What follows belongs to an exercise in optimizing a design on an open flow for small area, a short achievable clock period and few clock cycles; a production flow would make more cautious choices. At most, simulation tests tie the RTL to the original design; equivalence was not proved. No functional check of the RTL was part of runs 1, 2, 4 and 5. Power and IR drop assume default switching activity.

<file path="design.v">
module vrrp_codec (
    input  wire        clk,
    input  wire        rst,
    input  wire        host_valid,
    input  wire        host_we,
    input  wire [4:0]  host_addr,
    input  wire [31:0] host_wdata,
    output reg  [31:0] host_rdata,
    output wire        busy,
    output reg         pb_en,
    output reg         pb_we,
    output reg  [3:0]  pb_be,
    output reg  [9:0]  pb_addr,
    output reg  [31:0] pb_wdata,
    input  wire [31:0] pb_rdata,
    output reg         at_en,
    output reg         at_we,
    output reg  [9:0]  at_addr,
    output wire [31:0] at_wdata,
    input  wire [31:0] at_rdata
);
    localparam [4:0] A_CMD    = 5'd0,
                     A_IPVER  = 5'd3,
                     A_PLEN   = 5'd4,
                     A_VER    = 5'd8,
                     A_TYPE   = 5'd9,
                     A_VRID   = 5'd10,
                     A_PRIO   = 5'd11,
                     A_COUNT  = 5'd12,
                     A_ADVINT = 5'd13,
                     A_CKSUM  = 5'd14;
    localparam [2:0] E_NONE     = 3'd0,
                     E_TOOSHORT = 3'd1,
                     E_IPVER    = 3'd2,
                     E_LENGTH   = 3'd3,
                     E_VERSION  = 3'd4,
                     E_TYPE     = 3'd5,
                     E_ILLEGAL  = 3'd6,
                     E_OVERRUN  = 3'd7;
    localparam [3:0] S_IDLE = 4'd0,
                     S_CK   = 4'd1,    
                     S_CKF  = 4'd2,    
                     S_ENC  = 4'd3,    
                     S_FOLD = 4'd4,    
                     S_W1   = 4'd5,    
                     S_D0   = 4'd6,    
                     S_D1   = 4'd7,    
                     S_D2   = 4'd8,    
                     S_DCH  = 4'd9,    
                     S_AR   = 4'd10,   
                     S_AW   = 4'd11,   
                     S_AG   = 4'd12;   
    reg [3:0]  r_ver;
    reg [3:0]  r_type;
    reg [7:0]  r_vrid;
    reg [7:0]  r_prio;
    reg [7:0]  r_count;
    reg [11:0] r_advint;
    reg [15:0] r_cksum;
    reg [7:0]  r_ipver;
    reg [15:0] r_plen;
    reg [31:0] r_cmd;
    reg [2:0]  r_err;
    reg        r_ckok;
    reg [15:0] r_result;
    reg [31:0] r_ph [0:8];
    reg [3:0]  state;
    reg [10:0] idx;       
    reg        rd_on;     
    reg        dv;        
    reg        dlast;     
    reg [15:0] acc_s;     
    reg [15:0] acc_c;     
    wire idle = (state == S_IDLE);
    assign busy = !idle;
    wire [7:0]  op  = r_cmd[31:24];
    wire [15:0] imm = r_cmd[15:0];
    wire [2:0]  fld = op[2:0];
    wire [7:0]  w_op  = host_wdata[31:24];
    wire [7:0]  w_z   = host_wdata[23:16];
    wire [15:0] w_imm = host_wdata[15:0];
    wire w_is_set = (w_op[7:3] == 5'b00100) && (w_op[2:0] != 3'd7);
    wire w_is_get = (w_op[7:3] == 5'b00010) && (w_op[2:0] != 3'd7);
    wire w_is_cmd = (w_op <= 8'h05) || w_is_get || (w_op == 8'h7F);
    wire w_legal  = (w_z == 8'h00) && (w_is_set || (w_is_cmd && (w_imm == 16'h0000)));
    wire ipver_ok   = (r_ipver == 8'd4) || (r_ipver == 8'd6);
    wire plen_over  = r_plen[15:12] != 4'd0 && r_plen != 16'h1000;
    wire plen_short = (r_plen[15:3] == 13'd0);
    wire [9:0]  reg_nch  = r_ipver[1] ? {r_count, 2'b00} : {2'b00, r_count};
    wire [11:0] reg_slen = {reg_nch, 2'b00} + 12'd8;
    wire [11:0] plen_m1  = r_plen[11:0] - 12'd1;
    wire [9:0]  last_idx = (state == S_CK) ? plen_m1[11:2] : (reg_nch - 10'd1);
    wire        at_last  = (idx[9:0] == last_idx);
    wire host_wr  = host_valid && host_we && idle;
    wire cmd_wr   = host_wr && (host_addr == A_CMD);
    wire go       = cmd_wr && w_legal;
    wire srst_go  = go && (w_op == 8'h7F);
    wire enc_go   = go && (w_op == 8'h01 || w_op == 8'h05) && ipver_ok;
    wire adv_go   = enc_go && w_op[2];
    wire regs_rst = rst || srst_go;
    wire [1:0]  tail = r_plen[1:0];
    wire        part = dlast && (tail != 2'd0);
    wire [31:0] ck_word;
    assign ck_word[31:24] = (part && tail == 2'd1) ? 8'h00 : pb_rdata[31:24];
    assign ck_word[23:16] = (part && tail == 2'd1) ? pb_rdata[31:24] : pb_rdata[23:16];
    assign ck_word[15:8]  = part ? 8'h00 : pb_rdata[15:8];
    assign ck_word[7:0]   = part ? ((tail == 2'd3) ? pb_rdata[15:8] : 8'h00) : pb_rdata[7:0];
    wire [31:0] d_word  = (state == S_CK) ? (dv ? ck_word : 32'h0)
                                          : (pb_we ? pb_wdata : 32'h0);
    wire        ph_on   = (idx[10:4] == 7'd0 && idx[3:0] <= 4'd8);
    wire [31:0] ph_word = ph_on ? r_ph[idx[3:0]] : 32'h0;
    wire [15:0] x1 = d_word[31:16], x2 = d_word[15:0];
    wire [15:0] x3 = ph_word[31:16], x4 = ph_word[15:0];
    wire [15:0] s1 = acc_s ^ acc_c ^ x1;
    wire [15:0] c1 = (acc_s & acc_c) | (acc_s & x1) | (acc_c & x1);
    wire [15:0] s2 = x2 ^ x3 ^ x4;
    wire [15:0] c2 = (x2 & x3) | (x2 & x4) | (x3 & x4);
    wire [15:0] c1r = {c1[14:0], c1[15]};
    wire [15:0] c2r = {c2[14:0], c2[15]};
    wire [15:0] s3 = s1 ^ c1r ^ s2;
    wire [15:0] c3 = (s1 & c1r) | (s1 & s2) | (c1r & s2);
    wire [15:0] c3r = {c3[14:0], c3[15]};
    wire [15:0] s_next = s3 ^ c3r ^ c2r;
    wire [15:0] c4 = (s3 & c3r) | (s3 & c2r) | (c3r & c2r);
    wire [15:0] c_next = {c4[14:0], c4[15]};
    wire [16:0] fold1 = {1'b0, acc_s} + {1'b0, acc_c};
    wire [15:0] fold2 = fold1[15:0] + {15'b0, fold1[16]};
    wire [4:0] rd_sel = host_addr;
    always @(*) begin
        case (rd_sel)
            5'd0:     host_rdata = r_cmd;
            5'd1:     host_rdata = {27'b0, r_ckok, 1'b0, r_err};
            5'd2:     host_rdata = {16'b0, r_result};
            A_IPVER:  host_rdata = {24'b0, r_ipver};
            A_PLEN:   host_rdata = {16'b0, r_plen};
            A_VER:    host_rdata = {28'b0, r_ver};
            A_TYPE:   host_rdata = {28'b0, r_type};
            A_VRID:   host_rdata = {24'b0, r_vrid};
            A_PRIO:   host_rdata = {24'b0, r_prio};
            A_COUNT:  host_rdata = {24'b0, r_count};
            A_ADVINT: host_rdata = {20'b0, r_advint};
            A_CKSUM:  host_rdata = {16'b0, r_cksum};
            5'd16:    host_rdata = r_ph[0];
            5'd17:    host_rdata = r_ph[1];
            5'd18:    host_rdata = r_ph[2];
            5'd19:    host_rdata = r_ph[3];
            5'd20:    host_rdata = r_ph[4];
            5'd21:    host_rdata = r_ph[5];
            5'd22:    host_rdata = r_ph[6];
            5'd23:    host_rdata = r_ph[7];
            5'd24:    host_rdata = r_ph[8];
            default:  host_rdata = 32'h0000_0000;
        endcase
    end
    assign at_wdata = pb_rdata;
    wire fld_w1 = fld[2] & (fld[1] | fld[0]);    
    always @(*) begin
        pb_en    = 1'b0;
        pb_we    = 1'b0;
        pb_be    = 4'b1111;
        pb_addr  = idx[9:0];
        pb_wdata = {r_ver, r_type, r_vrid, r_prio, r_count};
        at_en    = 1'b0;
        at_we    = 1'b0;
        at_addr  = idx[9:0];
        case (state)
            S_CK: begin
                pb_en = rd_on;
            end
            S_ENC: begin
                at_en = rd_on;
                pb_en = 1'b1;
                pb_we = dv | (idx == 11'd0);
                if (dv) begin
                    pb_addr  = idx[9:0] + 10'd1;
                    pb_wdata = at_rdata;
                end
            end
            S_W1: begin
                pb_en    = 1'b1;
                pb_we    = 1'b1;
                pb_addr  = 10'd1;
                pb_wdata = {4'b0000, r_advint, r_cksum};
            end
            S_D0, S_D1, S_D2, S_DCH: begin
                pb_en   = 1'b1;
                pb_addr = idx[9:0] + 10'd3;
                at_en   = (state == S_DCH);
                at_we   = 1'b1;
            end
            S_AR: begin
                pb_en   = 1'b1;
                pb_addr = {9'b0, fld_w1};
            end
            S_AW: begin
                pb_en   = 1'b1;
                pb_we   = 1'b1;
                pb_addr = {9'b0, fld_w1};
                case (fld)
                    3'd0: begin pb_be = 4'b1000; pb_wdata = {imm[3:0], pb_rdata[27:24], 24'h0}; end
                    3'd1: begin pb_be = 4'b1000; pb_wdata = {pb_rdata[31:28], imm[3:0], 24'h0}; end
                    3'd2: begin pb_be = 4'b0100; pb_wdata = {8'h0, imm[7:0], 16'h0}; end
                    3'd3: begin pb_be = 4'b0010; pb_wdata = {16'h0, imm[7:0], 8'h0}; end
                    3'd4: begin pb_be = 4'b0001; pb_wdata = {24'h0, imm[7:0]}; end
                    3'd5: begin pb_be = 4'b1100; pb_wdata = {4'b0000, imm[11:0], 16'h0}; end
                    default: begin pb_be = 4'b0011; pb_wdata = {16'h0, imm[15:0]}; end
                endcase
            end
            default: ;
        endcase
    end
    reg [15:0] get_val;
    always @(*) begin
        case (fld)
            3'd0:    get_val = {12'b0, pb_rdata[31:28]};
            3'd1:    get_val = {12'b0, pb_rdata[27:24]};
            3'd2:    get_val = {8'b0, pb_rdata[23:16]};
            3'd3:    get_val = {8'b0, pb_rdata[15:8]};
            3'd4:    get_val = {8'b0, pb_rdata[7:0]};
            3'd5:    get_val = {4'b0, pb_rdata[27:16]};
            default: get_val = pb_rdata[15:0];
        endcase
    end
    wire [7:0]  rx_cnt   = pb_rdata[7:0];
    wire [10:0] rx_nch2  = (r_ipver[1] ? {1'b0, rx_cnt, 2'b00} : {3'b000, rx_cnt}) + 11'd2;
    wire        rx_short = {3'b000, rx_nch2} > r_plen[15:2];
    wire [2:0]  rx_err   = rx_short                  ? E_LENGTH  :
                           (pb_rdata[31:28] != 4'd3) ? E_VERSION :
                           (pb_rdata[27:24] != 4'd1) ? E_TYPE    : E_NONE;
    wire        dec_ok   = (state == S_D1) && (rx_err == E_NONE);
    wire        dec_w1   = (state == S_D2);
    wire [31:0] ph_d  = regs_rst ? 32'h0000_0000 : host_wdata;
    wire [31:0] ph8_d = regs_rst ? 32'h0070_0000 :
                        adv_go   ? {16'h0070, 4'b0000, reg_slen} : host_wdata;
    genvar gj;
    generate
        for (gj = 0; gj < 8; gj = gj + 1) begin : g_ph
            always @(posedge clk)
                if (regs_rst || (host_wr && host_addr == 5'd16 + gj))
                    r_ph[gj] <= ph_d;
        end
    endgenerate
    always @(posedge clk)
        if (regs_rst || adv_go || (host_wr && host_addr == 5'd24))
            r_ph[8] <= ph8_d;
    always @(posedge clk)
        if (regs_rst || adv_go || dec_ok || (host_wr && host_addr == A_VER))
            r_ver <= (regs_rst || busy || adv_go) ? 4'd3 : host_wdata[3:0];
    always @(posedge clk)
        if (regs_rst || adv_go || dec_ok || (host_wr && host_addr == A_TYPE))
            r_type <= (regs_rst || busy || adv_go) ? 4'd1 : host_wdata[3:0];
    always @(posedge clk)
        if (regs_rst || dec_ok || (host_wr && host_addr == A_VRID))
            r_vrid <= regs_rst ? 8'd0 : busy ? pb_rdata[23:16] : host_wdata[7:0];
    always @(posedge clk)
        if (regs_rst || dec_ok || (host_wr && host_addr == A_PRIO))
            r_prio <= regs_rst ? 8'd0 : busy ? pb_rdata[15:8] : host_wdata[7:0];
    always @(posedge clk)
        if (regs_rst || dec_ok || (host_wr && host_addr == A_COUNT))
            r_count <= regs_rst ? 8'd0 : busy ? pb_rdata[7:0] : host_wdata[7:0];
    always @(posedge clk)
        if (regs_rst || dec_w1 || (host_wr && host_addr == A_ADVINT))
            r_advint <= regs_rst ? 12'd0 : busy ? pb_rdata[27:16] : host_wdata[11:0];
    always @(posedge clk)
        if (regs_rst || dec_w1 || (state == S_FOLD) || (host_wr && host_addr == A_CKSUM))
            r_cksum <= regs_rst ? 16'd0 : (state == S_FOLD) ? ~fold2 :
                       busy ? pb_rdata[15:0] : host_wdata[15:0];
    always @(posedge clk)
        if (regs_rst || (host_wr && host_addr == A_IPVER))
            r_ipver <= regs_rst ? 8'd0 : host_wdata[7:0];
    always @(posedge clk)
        if (regs_rst || enc_go || (host_wr && host_addr == A_PLEN))
            r_plen <= regs_rst ? 16'd0 : enc_go ? {4'b0000, reg_slen} : host_wdata[15:0];
    always @(posedge clk)
        if (rst || cmd_wr)
            r_cmd <= rst ? 32'd0 : host_wdata;
    always @(posedge clk) begin
        if (cmd_wr) begin
            idx   <= (w_op[1:0] == 2'b10) ? 11'd1021 : 11'd0;    
            acc_s <= (w_op[2] && w_op[0]) ? {4'b0, r_advint} : 16'd0;
            acc_c <= 16'd0;
            dv    <= 1'b0;
            dlast <= 1'b0;
            rd_on <= (w_op[1:0] == 2'b01) ? (r_count != 8'd0) : (r_plen != 16'd0);
        end else begin
            idx   <= idx + 11'd1;
            rd_on <= rd_on && !at_last;
            dv    <= rd_on;
            dlast <= rd_on && at_last;
            acc_s <= s_next;
            acc_c <= c_next;
        end
    end
    always @(posedge clk) begin
        if (rst) begin
            r_err    <= 3'd0;
            r_ckok   <= 1'b0;
            r_result <= 16'd0;
            state    <= S_IDLE;
        end else begin
            case (state)
            S_IDLE: begin
                if (cmd_wr) begin
                    r_ckok   <= 1'b0;
                    r_err    <= E_NONE;
                    r_result <= 16'd0;
                    if (!w_legal) begin
                        r_err <= E_ILLEGAL;
                    end else if (w_op == 8'h00 || w_op == 8'h7F) begin
                    end else if (w_op == 8'h01 || w_op == 8'h05) begin
                        if (!ipver_ok) begin
                            r_err <= E_IPVER;
                        end else begin
                            r_result <= {4'b0000, reg_slen};
                            state    <= S_ENC;
                        end
                    end else if (w_op == 8'h03 || w_op == 8'h04) begin
                        if (plen_over) begin
                            r_err <= E_OVERRUN;
                        end else begin
                            state <= S_CK;
                        end
                    end else if (w_op == 8'h02) begin
                        if (plen_over) begin
                            r_err <= E_OVERRUN;
                        end else if (plen_short) begin
                            r_err <= E_TOOSHORT;
                        end else if (!ipver_ok) begin
                            r_err <= E_IPVER;
                        end else begin
                            state <= S_D0;
                        end
                    end else begin
                        if (plen_over) begin
                            r_err <= E_OVERRUN;
                        end else if (plen_short) begin
                            r_err <= E_TOOSHORT;
                        end else begin
                            state <= (w_op[5] && w_op[2:1] != 2'b00) ? S_AW : S_AR;
                        end
                    end
                end
            end
            S_CK: begin
                if (!rd_on && idx[10:3] != 8'd0)
                    state <= S_CKF;
            end
            S_CKF: begin
                r_ckok   <= !op[0] && (fold2 == 16'hFFFF);
                r_result <= op[0] ? ~fold2 : fold2;
                state    <= S_IDLE;
            end
            S_ENC: begin
                if (!rd_on && (!op[2] || idx[10:3] != 8'd0))
                    state <= op[2] ? S_FOLD : S_W1;
            end
            S_FOLD: begin
                r_result <= ~fold2;
                state    <= S_W1;
            end
            S_W1: begin
                state <= S_IDLE;
            end
            S_D0: state <= S_D1;
            S_D1: begin
                r_err <= rx_err;
                if (rx_err != E_NONE) begin
                    state <= S_IDLE;
                end else begin
                    r_result <= {3'b000, rx_nch2, 2'b00};
                    state    <= S_D2;
                end
            end
            S_D2: begin
                state <= (r_count == 8'd0) ? S_IDLE : S_DCH;
            end
            S_DCH: begin
                if (idx[9:0] == reg_nch - 10'd1)
                    state <= S_IDLE;
            end
            S_AR: state <= op[5] ? S_AW : S_AG;
            S_AW: state <= S_IDLE;
            S_AG: begin
                r_result <= get_val;
                state    <= S_IDLE;
            end
            default: state <= S_IDLE;
            endcase
        end
    end
endmodule
</file>
<file path="flow/run.sh">
#!/bin/bash
# The standard layout (standard.sh: the standard flow's own ORFS flow, unchanged
# synthesis) with two changes: the ports are buffered with the smallest
# plain buffer (buf_1) instead of the default delay-cell buffers, and the
# clock tree uses larger sink clusters and no dummy loads. ORFS writes each
# step's full log under orfs/logs/; make's own output goes to standard.log.
set -o pipefail
export BUFFER_PORTS_ARGS="-buffer_cell sky130_fd_sc_hd__buf_1"
export CTS_ARGS="-sink_clustering_enable -repair_clock_nets -sink_clustering_size 22 -sink_clustering_max_diameter 100 -dont_use_dummy_load"
bash standard.sh > standard.log 2>&1
</file>
<file path="standard.sh">
#!/bin/bash
# synth_recipe.tcl (not shown) runs the flow's synth.tcl, then flattens the netlist and writes it again
# the make line also repeats each setting of config.mk as NAME=value (left out here)
make -C /OpenROAD-flow-scripts/flow DESIGN_CONFIG=/design/flow/config.mk WORK_HOME=/design/flow/orfs CLKGATE_MAP_FILE= SYNTH_SCRIPT=/design/flow/synth_recipe.tcl "${@:-finish}"
</file>
<file path="config.mk">
export PLATFORM = sky130hd
export DESIGN_NAME = vrrp_codec
export DESIGN_NICKNAME = vrrp_codec
export VERILOG_FILES = /design/flow/design.v
export SDC_FILE = /design/flow/constraint.sdc
export NUM_CORES = 4
export LEC_CHECK = 0
export CAP_MARGIN = 20
export CORE_MARGIN = 2
export CORE_UTILIZATION = 55
export PLACE_DENSITY = 0.7
export SETUP_SLACK_MARGIN = 4
export SLEW_MARGIN = 20
</file>
<file path="constraint.sdc">
create_clock -name core_clock -period 10.0 [get_ports {clk}]
set_input_delay 2.0000 -clock core_clock [delete_from_list [all_inputs] [get_ports {clk}]]
set_output_delay 2.0000 -clock core_clock [all_outputs]
set_load 0.01 [all_outputs]
</file>
==> metrics.yaml, run 1 <==
status: "complete, no violations"
netlist_area_sq_mm: 0.0283
synth_flop_cell: "edfxtp_1"
power_mw: 6.27
vias: 26739
synth_edf_count: 404
rsz0062_at_grt: "true"
netlist_instances: 2738
relSlewSlack: 0.182
startpoint: "host_addr[0]"
power.density_mw_per_mm2: 206
layout-drive-gt1-share: 0.0633
ys_seq_area_frac: 0.479
worst_slack_ns: 3.94
drt-pass1-iter-count: 11
numCtsBuffers: 28
synth_adder_area_share: 0.0624
path_max_fanout: 8
drtAntennaViolNets: 0
gr-total-overflow: 0
grt_max_degree: 60
crit_arrival_ns: 4.06
rows: 83
wl_per_cell_microns: 37.6
r2r_cells: 16
die_w_microns: 231
nets: 3039
ios: 230
synth.net_count: 2945
cts_tree: "yes"
finClkSkew_ns: 0.107
dieArea_sq_mm: 0.0532
cp-start-kind: "input pin"
synth_top_family_by_area: "compound AO/OA/AOI/OAI gates"
hp-start: "r_result[11]"
syn_to_final_growth_pct: 7.93
async_flop_share: 0
yosys_warnings: 2
finalHoldViolations: 0
synth_compound_area_frac: 0.218
synthMuxAreaShare: 0.0143
synth-seq-cells: 474
drt_wl_total_microns: 132000
via_per_inst: 7.59
whs_path_depth: 2
fill_cells: 4339
setup_tns_ns: 0
cts_root_buf: "clkbuf_16"
drv_cap: 0
drc: 0
fmax_mhz: 165
yosysTopAreaCell: "edfxtp_1"
tightest_slew_ns: 1.22
end_kind: "primary output"
dpl.hpwl_microns: 94100
period_needed_ns: 6.06
globalplace.congestion: 1.10
path_class: "in2out"
drt_iter0_markers: 5481
core_sq_mm: 0.0511
cts_sinks: 474
worstHoldPathType: "reg2reg"
h-tree-depth: 1
pre_cts_ws_ns: 3.34
die_h_microns: 231
yosysMostFrequentCell: "edfxtp_1"
synth-simple-area-share: 0.147
final_util: 0.597
grt_pass1_wl_microns: 183000
clk_pin_slew_ns: 0.09
power.leakage_nw: 11.0
r2r-start: "idx[0]"
required_ns: 8.00
maxSlewViolCount: 0
synthXorXnorAreaFrac: 0.0238
synth_top_area_share: 0.429
yosys-top-cells-area: "edfxtp_1 43%, dfxtp_1 5.0%, fa_1 4.6%"
synth.distinct_cells: 84
min_period_over_period: 0.606
setup_viol: 0
synth_common_cells: "404 x edfxtp_1, 271 x nand2_1, 179 x nor2_1"
antenna_found_initial: 13
insertion_delay_ns: 0.65
initial_core_util: 0.553
grt_pass1_vias: 24187
ir_drop_mv: 0.182
cts_buffer_depth: 3
grt.total_usage: 0.487
syn_avg_cell_area_sq_um: 10.3
place.port_buffers: 229
## layout by cell type (no fill, tap or decap), types with 12 or more instances in the layout
master and count:
clkbuf_16 28, buf_4 68, a22o_1 117, inv_1 126
xnor2_1 49, nor2b_1 99, o22ai_1 13, and3_1 24
and2_1 44, nand2b_1 12, a31oi_1 44, nor2_1 167
a21oi_1 108, nand4_1 51, nor3b_1 12, a22oi_1 134
diode_2 14, fa_1 65, dfxtp_1 70, ha_1 37
edfxtp_1 404, o21ai_0 78, buf_1 223, a221oi_1 132
xor2_1 26, a21o_1 25, nor3_1 44, nor4_1 14
a222oi_1 36, a211oi_1 17, nand3_1 54, mux2i_1 28
nand2_1 269
## power by group
group | internal [mW] | leakage (nW) | switching (mW) | total (mW)
clock | 0.495 | 0.345 | 0.643 | 1.14
combinational | 0.694 | 5.98 | 1.46 | 2.15
sequential | 2.44 | 4.69 | 0.532 | 2.98
## cell families after synthesis
logic type | count (synthesis)
AND/OR/NAND/NOR | 853
AO/OA/AOI/OAI | 822
flip-flops | 474
buffers and inverters | 371
adder cells (fa/ha/maj) | 102
XOR/XNOR | 76
multiplexers | 39
other | 1
## layout make-up
class,instances,area [sq um],area share
flip-flops and latches,474,13500,0.444
multi-input cells,1893,13300,0.437
repair buffers,308,1560,0.0512
well taps,680,851,0.0279
clock buffers,28,701,0.0230
inverters,127,480,0.0158
diodes,14,35.0,0.00115
## final timing paths
path | to | slack [ns]
setup / recovery | host_rdata[0] | 3.94
hold / removal | r_result[11] | 0.51
setup reg to reg | acc_s[5] | 4.55
hold reg to reg | r_result[11] | 0.51
## routing by layer
layer  track usage  share of wire
met1         0.640           0.34
met2         0.698           0.41
met3         0.192           0.18
met4         0.251          0.069
met5             0        0.00063
## timing repair
action	4_1_cts	5_1_grt
resized for setup	22	11
pin swaps	4	1
hold buffers	0	0
endpoints found under the hold margin	0	0
setup endpoints to repair	32	20
buffers inserted	7	5
## flip-flops by register name, summed over array words and instances, names as in the netlist
signal    count
r_prio        8
r_ipver       8
r_ph        288
r_plen       16
r_vrid        8
state         4
r_ckok        1
dlast         1
r_ver         4
r_count       8
rd_on         1
idx          11
dv            1
r_type        4
acc_s        16
r_cmd        32
r_result     16
acc_c        16
r_cksum      16
r_advint     12
r_err         3
## per-stage QoR
step	cells	hold WS, ns	instance area [sq um]
2_1_floorplan	2738	0.468	28300
3_3_place_gp	3469	0.495	29500
3_5_place_dp	3470	0.496	29500
4_1_cts	3505	0.510	30400
5_1_grt	3510	0.530	30500
6_report	3524	0.514	30500
## critical path: stages
cell and delay [ns]:
buf_2 0.18, inv_1 0.09, or3_1 0.47, nor3_2 0.55
a22oi_1 0.18, nand4_1 0.14, nor2_1 0.05, nand4_1 0.19
buf_1 0.19
==> run 2, diff against run 1 <==
--- a/design.v
+++ b/design.v
@@ -109,5 +109,5 @@
                                           : (pb_we ? pb_wdata : 32'h0);
     wire        ph_on   = (idx[10:4] == 7'd0 && idx[3:0] <= 4'd8);
-    wire [31:0] ph_word = ph_on ? r_ph[idx[3:0]] : 32'h0;
+    wire [31:0] ph_word = host_rdata;
     wire [15:0] x1 = d_word[31:16], x2 = d_word[15:0];
     wire [15:0] x3 = ph_word[31:16], x4 = ph_word[15:0];
@@ -126,5 +126,5 @@
     wire [16:0] fold1 = {1'b0, acc_s} + {1'b0, acc_c};
     wire [15:0] fold2 = fold1[15:0] + {15'b0, fold1[16]};
-    wire [4:0] rd_sel = host_addr;
+    wire [4:0] rd_sel = !busy ? host_addr : ph_on ? {1'b1, idx[3:0]} : 5'd31;
     always @(*) begin
         case (rd_sel)
==> run 2 against run 1 <==
Fmax shrank 2.6%. Via count shrank 6.1%. Clock-buffer cell count shrank 1. Non-clock buffer count grew 116. Clock power is essentially flat. Flip-flop and latch count is the same. Synthesized cell count shrank 4.7%. Sequential share of layout area shrank 1.5 points. Critical path type unchanged.
==> metrics.yaml, run 2 <==
synth_adder_area_share: 0.0641
worstHoldPathType: "reg2reg"
busiest_layer: "met2"
drt_iter0_markers: 4867
max_stage_delay_ns: 0.41
drc: 0
layout_common_cells: "404 x edfxtp_1, 303 x nand2_1, 202 x buf_1, 155 x inv_1, 140 x buf_4"
crit_slowest_cell: "a221oi_1"
dp.cells: 3366
period_needed_ns: 6.22
grt_util_met2: 0.660
ctsHoldBuffers: 0
fmax_mhz: 161
wl_per_cell_microns: 34.9
initial_core_util: 0.556
synth.distinct_cells: 96
drt_wl_total_microns: 123000
tightest_slew_ns: 1.28
synth-seq-cells: 474
yosys-top-cells-area: "edfxtp_1 45%, dfxtp_1 5.2%, fa_1 4.8%"
min_period_over_period: 0.622
async_flop_share: 0
syn_to_final_growth_pct: 16.3
seq_area_sq_mm: 0.0135
crit_arrival_ns: 4.22
grt_max_degree: 60
required_ns: 8.00
rsz0062_at_grt: "true"
synth_compound_area_frac: 0.170
fill_cells: 3908
die_w_microns: 226
synthMuxAreaShare: 0.0210
path_max_fanout: 6
setup_tns_ns: 0
globalplace.congestion: 1.07
power.leakage_nw: 12.2
power_mw: 7.52
ir_drop_mv: 0.227
h-tree-depth: 1
grt.total_usage: 0.470
rows: 81
via_per_inst: 7.09
relSlewSlack: 0.138
status: "complete, no violations"
synthXorXnorAreaFrac: 0.0254
numCtsBuffers: 27
clk_pin_slew_ns: 0.08
top_register: "r_ph"
drtAntennaViolNets: 0
crit_top_cell: "buf_4"
nets: 3071
synth.net_count: 2814
ys_seq_area_frac: 0.499
die_h_microns: 226
drt-pass1-iter-count: 10
path_cells: "buf_8 > nor2_4 > a21o_4 > buf_4 > nand2_4 > nor3_1 > buf_4 > a22o_1 > a221oi_1 > nand3_1 > a2111o_1 > buf_1"
end_kind: "primary output"
layout-drive-gt1-share: 0.148
vias: 25098
drv_cap: 0
cts_sinks: 474
synth_top_area_share: 0.447
syn_avg_cell_area_sq_um: 10.4
gr-total-overflow: 0
dieArea_sq_mm: 0.0511
dpl.hpwl_microns: 85800
cp-start-kind: "input pin"
netlist_area_sq_mm: 0.0271
cts_tree: "yes"
ios: 230
synth_common_cells: "404 x edfxtp_1, 314 x nand2_1, 157 x inv_1"
multi_input_area_sq_mm: 0.0130
largest_reg_flops: 288
cts_buffer_depth: 3
synth_top_family_by_area: "compound AO/OA/AOI/OAI gates"
synth_edf_count: 404
grt_pass1_wl_microns: 168000
grt_pass1_vias: 22292
grt_use_met3: 0.165
path_class: "in2out"
final_common_cell: "edfxtp_1"
antenna_found_initial: 9
insertion_delay_ns: 0.62
place.port_buffers: 229
finalHoldViolations: 0
core_sq_mm: 0.0488
largestRegisters: "r_ph (288), r_cmd (32)"
yosys_warnings: 2
cts_root_buf: "clkbuf_16"
maxSlewViolCount: 0
grt_use_met1: 0.622
power.density_mw_per_mm2: 238
synth_flop_cell: "edfxtp_1"
yosysMostFrequentCell: "edfxtp_1"
netlist_instances: 2609
setup_viol: 0
synth-simple-area-share: 0.162
yosysTopAreaCell: "edfxtp_1"
fin_cells: 3538
finClkSkew_ns: 0.0745
-- run 2: power by group --
group	internal (mW)	leakage, nW	switching, mW
combinational	1.28	7.16	2.23
clock	0.478	0.333	0.629
sequential	2.45	4.69	0.450
total	4.21	12.2	3.31
-- run 2: area by class of cell --
class / count / area share
inverter: 163 / 0.0195
sequential: 474 / 0.429
timing repair buffer: 424 / 0.0917
multi-input combinational: 1776 / 0.411
tap: 664 / 0.0263
clock buffer: 27 / 0.0214
antenna: 10 / 0.000793
-- run 2: per-stage QoR --
stage          area (sq um)  worst slack, ns  hold WS, ns  utilization
2_1_floorplan         27100             4.23        0.432            -
3_3_place_gp          28500             2.43        0.443        0.583
3_5_place_dp          28500             2.36        0.455        0.583
4_1_cts               30800             3.88        0.467        0.631
5_1_grt               31500             3.75        0.509        0.646
6_report              31600             3.78        0.488        0.646
-- run 2: path summary, 6_finish.rpt --
path                     start            end  slack, ns  depth (start not counted)
setup / recovery  host_addr[2]  host_rdata[2]       3.78                         12
hold / removal     r_result[2]    r_result[2]       0.49                          2
hold reg to reg    r_result[2]    r_result[2]       0.49                          2
setup reg to reg      state[1]       acc_s[2]       4.06                         20
-- run 2: logic make-up after synthesis --
family / Yosys count
compound gates: 657
mux: 55
xor+xnor: 77
fa+ha+maj: 100
flops: 474
other cells: 1
buf+inv: 362
simple gates: 883
-- run 2: critical path: cells and delay by family --
kind	cells	cell delay, ns
buf+inv	4	0.58
compound gates	4	1.24
simple gates	4	0.38
-- run 2: repair_timing --
action                                  in CTS  in global routing
gates resized for setup                    184                100
hold endpoints to repair                     0                  0
buffers inserted                            83                 40
gates cloned                                 9                  3
pin swaps                                   46                 66
endpoints found under the setup margin     108                 80
-- run 2: layer usage --
| layer | share of wire | wire length, microns |
|---|---|---|
| met5 | 0.00041 | 50 |
| met4 | 0.082 | 10100 |
| met3 | 0.16 | 19300 |
| met2 | 0.41 | 50700 |
| met1 | 0.35 | 43300 |
==> run 3, diff against run 2 <==
--- a/design.v
+++ b/design.v
@@ -109,5 +109,5 @@
                                           : (pb_we ? pb_wdata : 32'h0);
     wire        ph_on   = (idx[10:4] == 7'd0 && idx[3:0] <= 4'd8);
-    wire [31:0] ph_word = host_rdata;
+    wire [31:0] ph_word = ph_on ? host_rdata : 32'h0;
     wire [15:0] x1 = d_word[31:16], x2 = d_word[15:0];
     wire [15:0] x3 = ph_word[31:16], x4 = ph_word[15:0];
@@ -126,5 +126,5 @@
     wire [16:0] fold1 = {1'b0, acc_s} + {1'b0, acc_c};
     wire [15:0] fold2 = fold1[15:0] + {15'b0, fold1[16]};
-    wire [4:0] rd_sel = !busy ? host_addr : ph_on ? {1'b1, idx[3:0]} : 5'd31;
+    wire [4:0] rd_sel = busy ? {1'b1, idx[3:0]} : host_addr;
     always @(*) begin
         case (rd_sel)
--- a/flow/run.sh
+++ b/flow/run.sh
@@ -7,4 +7,4 @@
 set -o pipefail
 export BUFFER_PORTS_ARGS="-buffer_cell sky130_fd_sc_hd__buf_1"
-export CTS_ARGS="-sink_clustering_enable -repair_clock_nets -sink_clustering_size 22 -sink_clustering_max_diameter 100 -dont_use_dummy_load"
+export CTS_ARGS="-sink_clustering_enable -repair_clock_nets -sink_clustering_size 30 -sink_clustering_max_diameter 120 -dont_use_dummy_load"
 bash standard.sh > standard.log 2>&1
==> run 3 against run 2 <==
Synthesized area down 1.8%. Clock skew up 0.0035 ns. Sequential power down 2%. Via count down 3.8%. Critical path type unchanged. Core utilization down 2.1 points. Critical endpoint unchanged. Global-route usage down 0.19 points. Register-to-register slack better by 0.06 ns. Highest routed layer unchanged.
==> metrics.yaml, run 3 <==
power.density_mw_per_mm2: 244
synth_edf_count: 404
final_util: 0.625
worst-r2r-setup-slack_ns: 4.12
whs_path_depth: 2
dieArea_sq_mm: 0.0503
min_to: "r_result[10]"
insertion_delay_ns: 0.61
ios: 230
cts_root_buf: "clkbuf_16"
r2r-start: "state[3]"
yosysMostFrequentCell: "edfxtp_1"
r2r_end: "acc_s[2]"
drv_cap: 0
initial_core_util: 0.558
grt.total_usage: 0.468
multi_input_area_sq_mm: 0.0122
antenna_found_initial: 9
max_stage_delay_ns: 0.47
drt-pass1-iter-count: 10
netlist_area_sq_mm: 0.0267
layout_common_cells: "404 x edfxtp_1, 252 x nand2_1, 215 x buf_1, 150 x nor2_1, 132 x nor2b_1"
yosysTopAreaCell: "edfxtp_1"
grt_pass1_wl_microns: 164000
ctsHoldBuffers: 0
path_max_fanout: 11
synth_flop_cell: "edfxtp_1"
period_needed_ns: 6.06
finalHoldViolations: 0
async_flop_share: 0
drt_iter0_markers: 4661
final_common_cell: "edfxtp_1"
fill_cells: 3899
top_layer: "met5"
cp-start-kind: "input pin"
globalplace.congestion: 1.07
largestRegisters: "r_ph (288), r_cmd (32)"
synth-seq-cells: 474
status: "complete, no violations"
clk_pin_slew_ns: 0.12
layout-drive-gt1-share: 0.106
final_cell_area_sq_mm: 0.0298
syn_avg_cell_area_sq_um: 10.6
die_h_microns: 224
wl_per_cell_microns: 36.3
relSlewSlack: 0.191
synth_common_cells: "404 x edfxtp_1, 261 x nand2_1, 167 x nor2_1"
finClkSkew_ns: 0.0780
vias: 24132
power_mw: 7.27
top_register: "r_ph"
synth_top_area_share: 0.455
grt_pass1_vias: 21887
synth.distinct_cells: 83
place_area_sq_mm: 0.0280
drt-met1-wl_microns: 43400
cts_tree: "yes"
via_per_inst: 7.24
rsz0062_at_grt: "true"
wl_met3_microns: 20400
grt_max_degree: 71
cts_buffer_depth: 3
yosys_warnings: 2
largest_reg_flops: 288
seq_area_sq_mm: 0.0135
path_class: "in2out"
crit_arrival_ns: 4.06
setup_viol: 0
die_w_microns: 224
drtAntennaViolNets: 0
ir_drop_mv: 0.188
place.port_buffers: 229
path_cells: "buf_6 > or3_4 > nand2b_2 > nor2_2 > a222oi_1 > nand3_1 > a211oi_2 > nand3b_1 > buf_2"
wl_met2_microns: 48700
hold_slack_ns: 0.495
yosys-top-cells-area: "edfxtp_1 46%, dfxtp_1 5.3%, fa_1 4.9%"
min_period_over_period: 0.606
ys_seq_area_frac: 0.508
end_kind: "primary output"
power.leakage_nw: 11.0
fmax_mhz: 165
crit_slowest_cell: "or3_4"
h-tree-depth: 1
core_sq_mm: 0.0477
drt_wl_total_microns: 121000
netlist_instances: 2524
required_ns: 8.00
setup_tns_ns: 0
cts_sinks: 474
synth.net_count: 2729
tightest_slew_ns: 1.20
maxSlewViolCount: 0
hp-start: "r_result[10]"
rows: 80
nets: 2919
worstHoldPathType: "reg2reg"
numCtsBuffers: 21
dpl.hpwl_microns: 85700
r2r_cells: 26
syn_to_final_growth_pct: 12.0
drc: 0
gr-total-overflow: 0
==> run 3: cell count changes in the layout (fill, tap and decap cells not counted), sizes merged, moves of 26 or more <==
cell    delta
a222oi    +45
and2      -26
nor2b     +38
buf       -52
inv       -40
nand2     -54
==> run 3: worst max-delay path by stage <==
stage	to	slack (ns)	startpoint	cells after the start
after floorplan	host_rdata[0]	4.11	host_addr[3]	9
after global placement	acc_s[3]	3.04	host_addr[3]	15
after detailed placement	acc_s[3]	2.99	host_addr[3]	15
after CTS	host_rdata[14]	3.86	host_addr[3]	11
after global routing	host_rdata[3]	3.94	host_addr[2]	11
final	host_rdata[2]	3.94	host_addr[0]	9
==> run 3: cell families (layout without fill, tap and decap cells) <==
group	after synthesis	after routing	share of synthesized area
flip-flops	474	474	0.508
buffers and inverters	323	511	0.0530
XOR/XNOR	70	70	0.0230
other	1	6	0.000141
AO/OA/AOI/OAI	633	633	0.169
multiplexers	54	54	0.0209
adder cells (fa/ha/maj)	100	100	0.0652
AND/OR/NAND/NOR	869	869	0.161
==> run 3: final cells by class <==
cell class / count / share of cell area
antenna: 5 / 0.000419
clock buffer: 21 / 0.0176
inverter: 122 / 0.0153
multi-input combinational: 1727 / 0.410
sequential: 474 / 0.454
tap: 615 / 0.0258
timing repair buffer: 368 / 0.0774
==> run 3: layer usage <==
metal / up-vias / GRT usage
li1: 9739 / -
met1: 11759 / 0.631
met2: 2212 / 0.651
met3: 416 / 0.184
met4: 6 / 0.246
met5: - / 0
==> run 3: through the flow <==
stage               setup WS [ns]  cells
floorplan                    4.11   2524
global placement             3.04   3230
detailed placement           2.99   3230
CTS                          3.86   3289
global route                 3.94   3327
finish                       3.94   3332
==> run 3: power breakdown <==
group	internal, mW	total, mW	switching (mW)
registers	2.43	2.85	0.411
logic	1.23	3.43	2.20
clock network	0.378	0.995	0.616
total	4.04	7.27	3.23
==> run 3: what timing repair did <==
item                                    4_1_cts  5_1_grt
buffers inserted                             37       33
endpoints found under the setup margin      111      113
pin swaps                                    16       21
cloned                                        1        4
resized for setup                            69       64
==> run 3: critical path, delay by kind of cell <==
family	cells	cell delay, ns
AOI/OAI and AO/OA	2	0.28
and+or+nand+nor	5	1.48
buffers and inverters	2	0.29
Testbench counts of run 3, summed over its fixed seeds: cycles 22,758.
==> run 4, diff against run 3 <==
--- a/design.v
+++ b/design.v
@@ -42,5 +42,4 @@
                      S_CKF  = 4'd2,    
                      S_ENC  = 4'd3,    
-                     S_FOLD = 4'd4,    
                      S_W1   = 4'd5,    
                      S_D0   = 4'd6,    
@@ -181,5 +180,5 @@
                 pb_we    = 1'b1;
                 pb_addr  = 10'd1;
-                pb_wdata = {4'b0000, r_advint, r_cksum};
+                pb_wdata = {4'b0000, r_advint, op[2] ? ~fold2 : r_cksum};
             end
             S_D0, S_D1, S_D2, S_DCH: begin
@@ -230,4 +229,5 @@
     wire        dec_ok   = (state == S_D1) && (rx_err == E_NONE);
     wire        dec_w1   = (state == S_D2);
+    wire        adv_w1   = (state == S_W1) && op[2];
     wire [31:0] ph_d  = regs_rst ? 32'h0000_0000 : host_wdata;
     wire [31:0] ph8_d = regs_rst ? 32'h0070_0000 :
@@ -263,6 +263,6 @@
             r_advint <= regs_rst ? 12'd0 : busy ? pb_rdata[27:16] : host_wdata[11:0];
     always @(posedge clk)
-        if (regs_rst || dec_w1 || (state == S_FOLD) || (host_wr && host_addr == A_CKSUM))
-            r_cksum <= regs_rst ? 16'd0 : (state == S_FOLD) ? ~fold2 :
+        if (regs_rst || dec_w1 || adv_w1 || (host_wr && host_addr == A_CKSUM))
+            r_cksum <= regs_rst ? 16'd0 : adv_w1 ? ~fold2 :
                        busy ? pb_rdata[15:0] : host_wdata[15:0];
     always @(posedge clk)
@@ -353,11 +353,9 @@
             S_ENC: begin
                 if (!rd_on && (!op[2] || idx[10:3] != 8'd0))
-                    state <= op[2] ? S_FOLD : S_W1;
-            end
-            S_FOLD: begin
-                r_result <= ~fold2;
-                state    <= S_W1;
+                    state <= S_W1;
             end
             S_W1: begin
+                if (op[2])
+                    r_result <= ~fold2;
                 state <= S_IDLE;
             end
--- a/flow/run.sh
+++ b/flow/run.sh
@@ -7,4 +7,4 @@
 set -o pipefail
 export BUFFER_PORTS_ARGS="-buffer_cell sky130_fd_sc_hd__buf_1"
-export CTS_ARGS="-sink_clustering_enable -repair_clock_nets -sink_clustering_size 30 -sink_clustering_max_diameter 120 -dont_use_dummy_load"
+export CTS_ARGS="-sink_clustering_enable -repair_clock_nets -sink_clustering_size 22 -sink_clustering_max_diameter 100 -dont_use_dummy_load"
 bash standard.sh > standard.log 2>&1
==> run 4 against run 3 <==
Clock-buffer cell count up 6. Via count is 6.6% higher. Core utilization up 3.9 points. Still clean on timing, DRC and antenna. Flip-flop and latch count stayed put. Register-to-register slack got worse by 0.20 ns. Wire length rose by 3.2%. Fmax is 9.2% lower. Global-route usage is 0.98 points lower.
==> metrics.yaml, run 4 <==
status: "complete, no violations"
drc: 0
drt-met1-wl_microns: 45500
ys_seq_area_frac: 0.488
yosys_warnings: 2
wl_per_cell_microns: 34.1
cp-start-kind: "flip-flop"
grt_max_degree: 66
seqPwrFrac: 0.338
top_layer: "met4"
ctsHoldBuffers: 0
yosys-top-cells-area: "edfxtp_1 44%, dfxtp_1 5.1%, fa_1 4.7%"
yosysTopAreaCell: "edfxtp_1"
synth.distinct_cells: 96
power.density_mw_per_mm2: 252
synth_edf_count: 404
worstHoldPathType: "reg2reg"
top_register: "r_ph"
rows: 82
largestRegisters: "r_ph (288), r_cmd (32)"
yosysMostFrequentCell: "edfxtp_1"
path_class: "reg2out"
dpl.hpwl_microns: 85400
dieArea_sq_mm: 0.0522
syn_to_final_growth_pct: 19.7
power.switching_mw: 3.64
setup_tns_ns: 0
via_per_inst: 7.04
power.leakage_nw: 12.5
end_kind: "primary output"
clk_pin_slew_ns: 0.10
relSlewSlack: 0.187
synth_flop_cell: "edfxtp_1"
switching_share: 0.436
cts_root_buf: "clkbuf_16"
cts_tree: "yes"
synth.net_count: 2885
max_stage_delay_ns: 0.45
async_flop_share: 0
grt_pass1_vias: 23166
h-tree-depth: 1
p_clk_frac: 0.134
fill_cells: 3918
crit_arrival_ns: 4.67
finClkSkew_ns: 0.0616
final_common_cell: "edfxtp_1"
ir_drop_mv: 0.200
largest_reg_flops: 288
path_cells: "ha_4 > inv_2 > fa_2 > nand2b_4 > a21oi_4 > o211a_1 > or2_4 > o21ai_2 > a21oi_2 > o21ai_2 > nand2b_1 > ha_4 > ha_4 > nand2_4 > or4_4 > nor4_4 > buf_6 > nand4_1 > xnor2_2 > o21ai_2 > o21a_1 > buf_2"
insertion_delay_ns: 0.62
die_w_microns: 229
pre_cts_ws_ns: 2.66
path_max_fanout: 3
drt_iter0_markers: 4814
numCtsBuffers: 27
grt.total_usage: 0.458
synth_top_area_share: 0.438
drv_cap: 0
finalHoldViolations: 0
wl_met2_microns: 51600
worst_slack_ns: 3.33
tightest_slew_ns: 1.21
fin_cells: 3653
drtAntennaViolNets: 0
nets: 3184
syn_avg_cell_area_sq_um: 10.3
antenna_found_initial: 2
synth_common_cells: "404 x edfxtp_1, 258 x nand2_1, 184 x nor2_1"
min_period_over_period: 0.667
combinationalPowerShare: 0.528
crit_slowest_cell: "or4_4"
synth-seq-cells: 474
required_ns: 8.00
dp.cells: 3443
place.port_buffers: 229
wl_met3_microns: 18900
netlist_area_sq_mm: 0.0277
die_h_microns: 229
globalplace.congestion: 1.02
maxSlewViolCount: 0
initial_core_util: 0.555
fmax_mhz: 150
vias: 25726
drt-pass1-iter-count: 8
drt_wl_total_microns: 125000
layout-drive-gt1-share: 0.194
netlist_instances: 2680
ios: 230
grt_pass1_wl_microns: 171000
layout_common_cells: "404 x edfxtp_1, 248 x nand2_1, 191 x buf_4, 182 x buf_1, 172 x nor2_1"
setup_viol: 0
core_sq_mm: 0.0500
cts_buffer_depth: 3
rsz0062_at_grt: "true"
cts_sinks: 474
period_needed_ns: 6.67
internal-power_mw: 4.71
gr-total-overflow: 0
[run 4: cell count changes after synthesis, moves of 21 or more]
cell	previous run	this run
a31oi_1	38	17
and2_1	17	49
buf_2	3	32
mux2i_1	41	80
a222oi_1	78	20
o21ai_0	101	134
a22oi_1	106	132
a221oi_1	27	55
[run 4: path summary, 6_finish.rpt]
path,startpoint,endpoint,slack [ns],depth (start not counted)
min reg2reg,r_result[1],r_result[1],0.50,2
max,acc_s[0],pb_wdata[14],3.33,22
max reg2reg,acc_s[0],acc_s[9],3.92,29
min,r_result[1],r_result[1],0.50,2
[run 4: metrics by stage]
stage	utilization	cell area [sq um]	hold WS, ns	power, mW
2_1_floorplan	-	27700	0.432	4.61
3_3_place_gp	0.584	29200	0.452	5.87
3_5_place_dp	0.584	29200	0.452	5.92
4_1_cts	0.637	31800	0.474	7.69
5_1_grt	0.664	33200	0.536	8.56
6_report	0.664	33200	0.504	8.36
[run 4: kinds of logic after synthesis]
group / after synthesis / share of synthesized area
other: 1 / 0.000135
and+or+nand+nor: 898 / 0.162
adders and majority gates: 100 / 0.0627
muxes: 93 / 0.0351
DFF: 474 / 0.488
xor gates and xnor gates: 68 / 0.0215
buffers and inverters: 344 / 0.0543
AOI/OAI and AO/OA: 702 / 0.176
[run 4: per-layer routing]
metal / vias to the layer above / global-route usage
met4: 0 / 0.238
met2: 2398 / 0.660
met1: 12434 / 0.629
li1: 10484 / -
met3: 410 / 0.132
met5: - / 0
[run 4: power groups by stage]
stage                     Sequential (mW)  Combinational [mW]  Clock [mW]
after floorplan                      2.59                2.02           0
after global placement               2.81                3.06           0
after detailed placement             2.81                3.10           0
after CTS                            2.78                3.80        1.11
after global routing                 2.82                4.56        1.17
final                                2.83                4.41        1.12
[run 4: what timing repair did]
action / in CTS / in global routing
setup endpoints to repair: 90 / 110
resized for setup: 236 / 171
pin swaps: 68 / 102
cloned: 8 / 3
setup buffers: 97 / 71
[run 4: final cells by class]
type	instances	area, sq um	area share
inverter	126	477	0.0144
sequential	474	13600	0.408
multi-input combinational	1862	14000	0.422
antenna	4	10.0	0.000302
tap	672	841	0.0253
clock buffer	27	676	0.0204
timing repair buffer	488	3630	0.109
[run 4: critical path, delay by kind of cell (launching register included)]
kind	cells	cell delay, ns
simple gates	7	1.22
compound gates	7	1.08
fa+ha+maj	4	0.79
flops	1	0.37
buf+inv	3	0.36
xor+xnor	1	0.26
==> run 5, diff against run 4 <==
--- a/design.v
+++ b/design.v
@@ -40,5 +40,4 @@
     localparam [3:0] S_IDLE = 4'd0,
                      S_CK   = 4'd1,    
-                     S_CKF  = 4'd2,    
                      S_ENC  = 4'd3,    
                      S_W1   = 4'd5,    
@@ -61,6 +60,6 @@
     reg [31:0] r_cmd;
     reg [2:0]  r_err;
-    reg        r_ckok;
     reg [15:0] r_result;
+    reg        res_ck;    
     reg [31:0] r_ph [0:8];
     reg [3:0]  state;
@@ -105,7 +104,10 @@
     assign ck_word[15:8]  = part ? 8'h00 : pb_rdata[15:8];
     assign ck_word[7:0]   = part ? ((tail == 2'd3) ? pb_rdata[15:8] : 8'h00) : pb_rdata[7:0];
-    wire [31:0] d_word  = (state == S_CK) ? (dv ? ck_word : 32'h0)
-                                          : (pb_we ? pb_wdata : 32'h0);
-    wire        ph_on   = (idx[10:4] == 7'd0 && idx[3:0] <= 4'd8);
+    wire        hdr0_wr = (state == S_ENC) && (idx == 11'd0);
+    wire [31:0] hdr0    = {r_ver, r_type, r_vrid, r_prio, r_count};
+    wire [31:0] d_word  = ((state == S_CK || state == S_ENC) && dv) ?
+                              ((state == S_CK) ? ck_word : at_rdata) :
+                          hdr0_wr ? hdr0 : 32'h0;
+    wire        ph_on   = busy && (idx[10:4] == 7'd0 && idx[3:0] <= 4'd8);
     wire [31:0] ph_word = ph_on ? host_rdata : 32'h0;
     wire [15:0] x1 = d_word[31:16], x2 = d_word[15:0];
@@ -124,11 +126,15 @@
     wire [15:0] c_next = {c4[14:0], c4[15]};
     wire [16:0] fold1 = {1'b0, acc_s} + {1'b0, acc_c};
-    wire [15:0] fold2 = fold1[15:0] + {15'b0, fold1[16]};
+    wire [15:0] fold1p = acc_s + acc_c + 16'd1;
+    wire [15:0] fold2 = fold1[16] ? fold1p : fold1[15:0];
+    wire        fold_ones = ((acc_s ^ acc_c) == 16'hFFFF) || ((acc_s & acc_c) == 16'hFFFF);
+    wire [15:0] result = res_ck ? (op[0] ? ~fold2 : fold2) : r_result;
+    wire        ckok   = res_ck && !op[0] && fold_ones;
     wire [4:0] rd_sel = busy ? {1'b1, idx[3:0]} : host_addr;
     always @(*) begin
         case (rd_sel)
             5'd0:     host_rdata = r_cmd;
-            5'd1:     host_rdata = {27'b0, r_ckok, 1'b0, r_err};
-            5'd2:     host_rdata = {16'b0, r_result};
+            5'd1:     host_rdata = {27'b0, ckok, 1'b0, r_err};
+            5'd2:     host_rdata = {16'b0, result};
             A_IPVER:  host_rdata = {24'b0, r_ipver};
             A_PLEN:   host_rdata = {16'b0, r_plen};
@@ -295,5 +301,5 @@
         if (rst) begin
             r_err    <= 3'd0;
-            r_ckok   <= 1'b0;
+            res_ck   <= 1'b0;
             r_result <= 16'd0;
             state    <= S_IDLE;
@@ -302,5 +308,5 @@
             S_IDLE: begin
                 if (cmd_wr) begin
-                    r_ckok   <= 1'b0;
+                    res_ck   <= 1'b0;
                     r_err    <= E_NONE;
                     r_result <= 16'd0;
@@ -343,11 +349,8 @@
             end
             S_CK: begin
-                if (!rd_on && idx[10:3] != 8'd0)
-                    state <= S_CKF;
-            end
-            S_CKF: begin
-                r_ckok   <= !op[0] && (fold2 == 16'hFFFF);
-                r_result <= op[0] ? ~fold2 : fold2;
-                state    <= S_IDLE;
+                if (!rd_on && idx[10:3] != 8'd0) begin
+                    res_ck <= 1'b1;
+                    state  <= S_IDLE;
+                end
             end
             S_ENC: begin
@@ -356,7 +359,6 @@
             end
             S_W1: begin
-                if (op[2])
-                    r_result <= ~fold2;
-                state <= S_IDLE;
+                res_ck <= op[2];
+                state  <= S_IDLE;
             end
             S_D0: state <= S_D1;
==> flow/run.sh (replaced) <==
#!/bin/bash
# The standard layout (standard.sh: the standard flow's own ORFS flow, unchanged
# synthesis), except that the ports are buffered with the smallest plain
# buffer (buf_1) instead of the default delay-cell buffers. ORFS writes each
# step's full log under orfs/logs/; make's own output goes to standard.log.
set -o pipefail
export BUFFER_PORTS_ARGS="-buffer_cell sky130_fd_sc_hd__buf_1"
bash standard.sh > standard.log 2>&1
--- a/config.mk
+++ b/config.mk
@@ -8,6 +8,6 @@
 export CAP_MARGIN = 20
 export CORE_MARGIN = 2
-export CORE_UTILIZATION = 55
-export PLACE_DENSITY = 0.7
+export CORE_UTILIZATION = 40
+export PLACE_DENSITY = 0.6
 export SETUP_SLACK_MARGIN = 4
 export SLEW_MARGIN = 20
==> run 5 against run 4 <==
Power down 9.2%. Clock power up 79%. Wire length up 7.5%. Core utilization down 18 points. Flip-flop and latch count unchanged. Critical path depth down 11. Highest routed layer is now met5. Largest power group is now sequential cells. Sequential power about the same. Fmax up 8.1%.
==> metrics.yaml, run 5 <==
dp.cells: 3734
top_register: "r_ph"
initial_core_util: 0.405
crit_family: "buffers and inverters"
die_w_microns: 268
finalHoldViolations: 0
r2r-start: "state[3]"
clk_pin_slew_ns: 0.06
wl_per_cell_microns: 34.1
pre_cts_ws_ns: 2.36
path_cells: "buf_6 > buf_12 > mux2_4 > nand3_4 > nor3_4 > buf_6 > buf_12 > a22o_4 > or4_4 > a211o_1 > buf_2"
yosysTopAreaCell: "edfxtp_1"
cp-start-kind: "input pin"
netlist_area_sq_mm: 0.0279
synth.net_count: 2939
startpoint: "host_addr[1]"
worst_slack_ns: 3.83
crit_arrival_ns: 4.17
gr-total-overflow: 0
async_flop_share: 0
cts_buffer_depth: 3
synth_top_family_by_area: "compound AO/OA/AOI/OAI gates"
synth_flop_cell: "edfxtp_1"
fin_cells: 3935
synth_adder_area_share: 0.0630
ios: 230
yosys-top-cells-area: "edfxtp_1 44%, dfxtp_1 5.0%, fa_1 4.7%"
drc: 0
largestRegisters: "r_ph (288), r_cmd (32)"
rows: 96
synth-seq-cells: 474
required_ns: 8.00
final_common_cell: "edfxtp_1"
dpl.hpwl_microns: 95300
drtAntennaViolNets: 0
critPathBufInv: 5
seq_area_sq_mm: 0.0135
layout_common_cells: "404 x edfxtp_1, 268 x nand2_1, 203 x buf_1, 183 x a21oi_1, 147 x a22oi_1"
rsz0062_at_grt: "true"
largest_reg_flops: 288
hp-start: "idx[10]"
drt_iter0_markers: 4186
period_needed_ns: 6.17
max_stage_delay_ns: 0.42
syn_avg_cell_area_sq_um: 10.2
grt_pass1_vias: 24015
cts_sinks: 474
nets: 3166
synth_compound_area_frac: 0.188
cts_tree: "yes"
drt-pass1-iter-count: 8
cts_root_buf: "clkbuf_16"
numCtsBuffers: 54
power.density_mw_per_mm2: 227
vias: 25721
die_h_microns: 268
globalplace.congestion: 1.02
synth_common_cells: "404 x edfxtp_1, 276 x nand2_1, 192 x a21oi_1"
synthXorXnorAreaFrac: 0.0205
grt.total_usage: 0.368
ys_seq_area_frac: 0.485
synthMuxAreaShare: 0.0200
synth.distinct_cells: 95
insertion_delay_ns: 0.65
worstHoldPathType: "reg2reg"
multi_input_area_sq_mm: 0.0137
synth-simple-area-share: 0.166
h-tree-depth: 2
syn_to_final_growth_pct: 19.8
path_class: "in2out"
grt_max_degree: 62
synth_top_area_share: 0.435
maxSlewViolCount: 0
final_util: 0.485
drv_cap: 0
fmax_mhz: 162
layout-drive-gt1-share: 0.151
tightest_slew_ns: 1.28
setup_tns_ns: 0
end_kind: "primary output"
finClkSkew_ns: 0.0399
min_period_over_period: 0.617
power.leakage_nw: 12.3
core_sq_mm: 0.0688
yosys_warnings: 2
drt_wl_total_microns: 134000
status: "complete, no violations"
synth_edf_count: 404
crit_slowest_cell: "or4_4"
ir_drop_mv: 0.163
path_max_fanout: 8
antenna_found_initial: 7
yosysMostFrequentCell: "edfxtp_1"
grt_pass1_wl_microns: 185000
netlist_instances: 2734
relSlewSlack: 0.132
dieArea_sq_mm: 0.0718
fill_cells: 6324
place.port_buffers: 229
via_per_inst: 6.54
setup_viol: 0
[run 5: cell types whose count changed after synthesis, moves of 18 or more]
cell,change
and3_1,+42
a221oi_1,-26
a22o_1,-35
o21ai_0,-30
a21oi_1,+66
a222oi_1,+25
a22oi_1,+24
nor2_1,-37
nand2_1,+18
mux2i_1,-41
clkbuf_1,+23
[run 5: cell families (layout without fill, tap and decap cells)]
| group | count (synthesis) | in the layout |
|---|---|---|
| DFF | 474 | 474 |
| buffers and inverters | 364 | 630 |
| xor gates and xnor gates | 59 | 59 |
| other | 1 | 4 |
| and+or+nand+nor | 920 | 920 |
| AOI/OAI and AO/OA | 762 | 762 |
| muxes | 53 | 54 |
| adders and majority gates | 101 | 101 |
[run 5: through the flow]
step / power [mW] / cell area [sq um] / hold slack, ns
finish: 7.59 / 33400 / 0.522
floorplan: 4.10 / 27900 / 0.464
CTS: 7.39 / 32900 / 0.526
detailed placement: 5.11 / 29600 / 0.507
global route: 7.84 / 33400 / 0.543
global placement: 5.09 / 29600 / 0.511
[run 5: repair_timing]
action	in CTS	in global routing
buffers inserted	73	22
gates cloned	7	0
gates resized for setup	153	75
setup endpoints to repair	72	48
pin swaps	39	33
hold buffers	0	0
[run 5: worst paths after layout]
path / to / slack [ns] / depth (start not counted)
min reg2reg: idx[10] / 0.52 / 2
max reg2reg: acc_s[15] / 4.52 / 18
min: idx[10] / 0.52 / 2
max: host_rdata[3] / 3.83 / 11
[run 5: cell type report]
cell class                      instances  share of cell area
Multi-Input combinational cell       1897               0.410
Sequential cell                       474               0.405
Antenna cell                            3            0.000225
Inverter                              126              0.0143
Tap cell                              931              0.0349
Clock inverter                         33              0.0103
Timing Repair Buffer                  408              0.0821
Clock buffer                           63              0.0430
[run 5: routing by layer]
layer | vias up | wire length [microns] | GRT usage
met4 | 8 | 9250 | 0.212
met1 | 12711 | 52200 | 0.500
met3 | 391 | 15300 | 0.0739
li1 | 10670 | - | -
met2 | 1941 | 57300 | 0.548
met5 | - | 54 | 0
[run 5: power breakdown]
part / internal (mW) / switching [mW] / leakage, nW / total (mW)
logic: 1.01 / 1.77 / 6.80 / 2.78
clock network: 1.12 / 0.881 / 0.860 / 2.00
registers: 2.43 / 0.373 / 4.69 / 2.80
[run 5: worst min-delay path, delay by kind of cell, from the launching register on]
kind / cells / cell delay (ns)
AND/OR/NAND/NOR: 1 / 0.07
flip-flops: 1 / 0.34
XOR/XNOR: 1 / 0.08

## re-timing with driven ports
No port has a modelled driver above. Below, the same layouts with a new extraction and two added sets of constraints.
Step 1, drivers: a clkbuf_16 drives clk and a buf_2 each remaining input, both assumed.
Step 2 adds t to the input delays and takes it off the output delays; t is the mean of the earliest and latest rising clock arrival at the registers after step 1. Input paths then give back, and output paths get back, about the clock's delay inside the block.
a / b / c = ideal ports / drivers / drivers and shift; a / b = the first two.
run	shift t [ns]	slack for setup (ns)	worst hold slack (ns)	clock arrival spread, ns
run 1	0.656	3.944 / 3.922 / 3.606	0.514 / 0.514 / 0.514	0.107 / 0.108
run 2	0.641	3.782 / 3.720 / 3.354	0.488 / 0.488 / 0.488	0.074 / 0.075
run 3	0.631	3.939 / 3.909 / 3.413	0.495 / 0.495 / 0.495	0.080 / 0.080
run 4	0.645	3.327 / 3.263 / 3.222	0.504 / 0.504 / 0.504	0.073 / 0.073
run 5	0.698	3.826 / 3.762 / 3.438	0.522 / 0.522 / 0.522	0.041 / 0.041
After both steps every run listed still meets setup and hold. For run 3, which loses most, drivers alone change the setup slack by -0.030 ns; drivers and shift together by -0.526 ns.
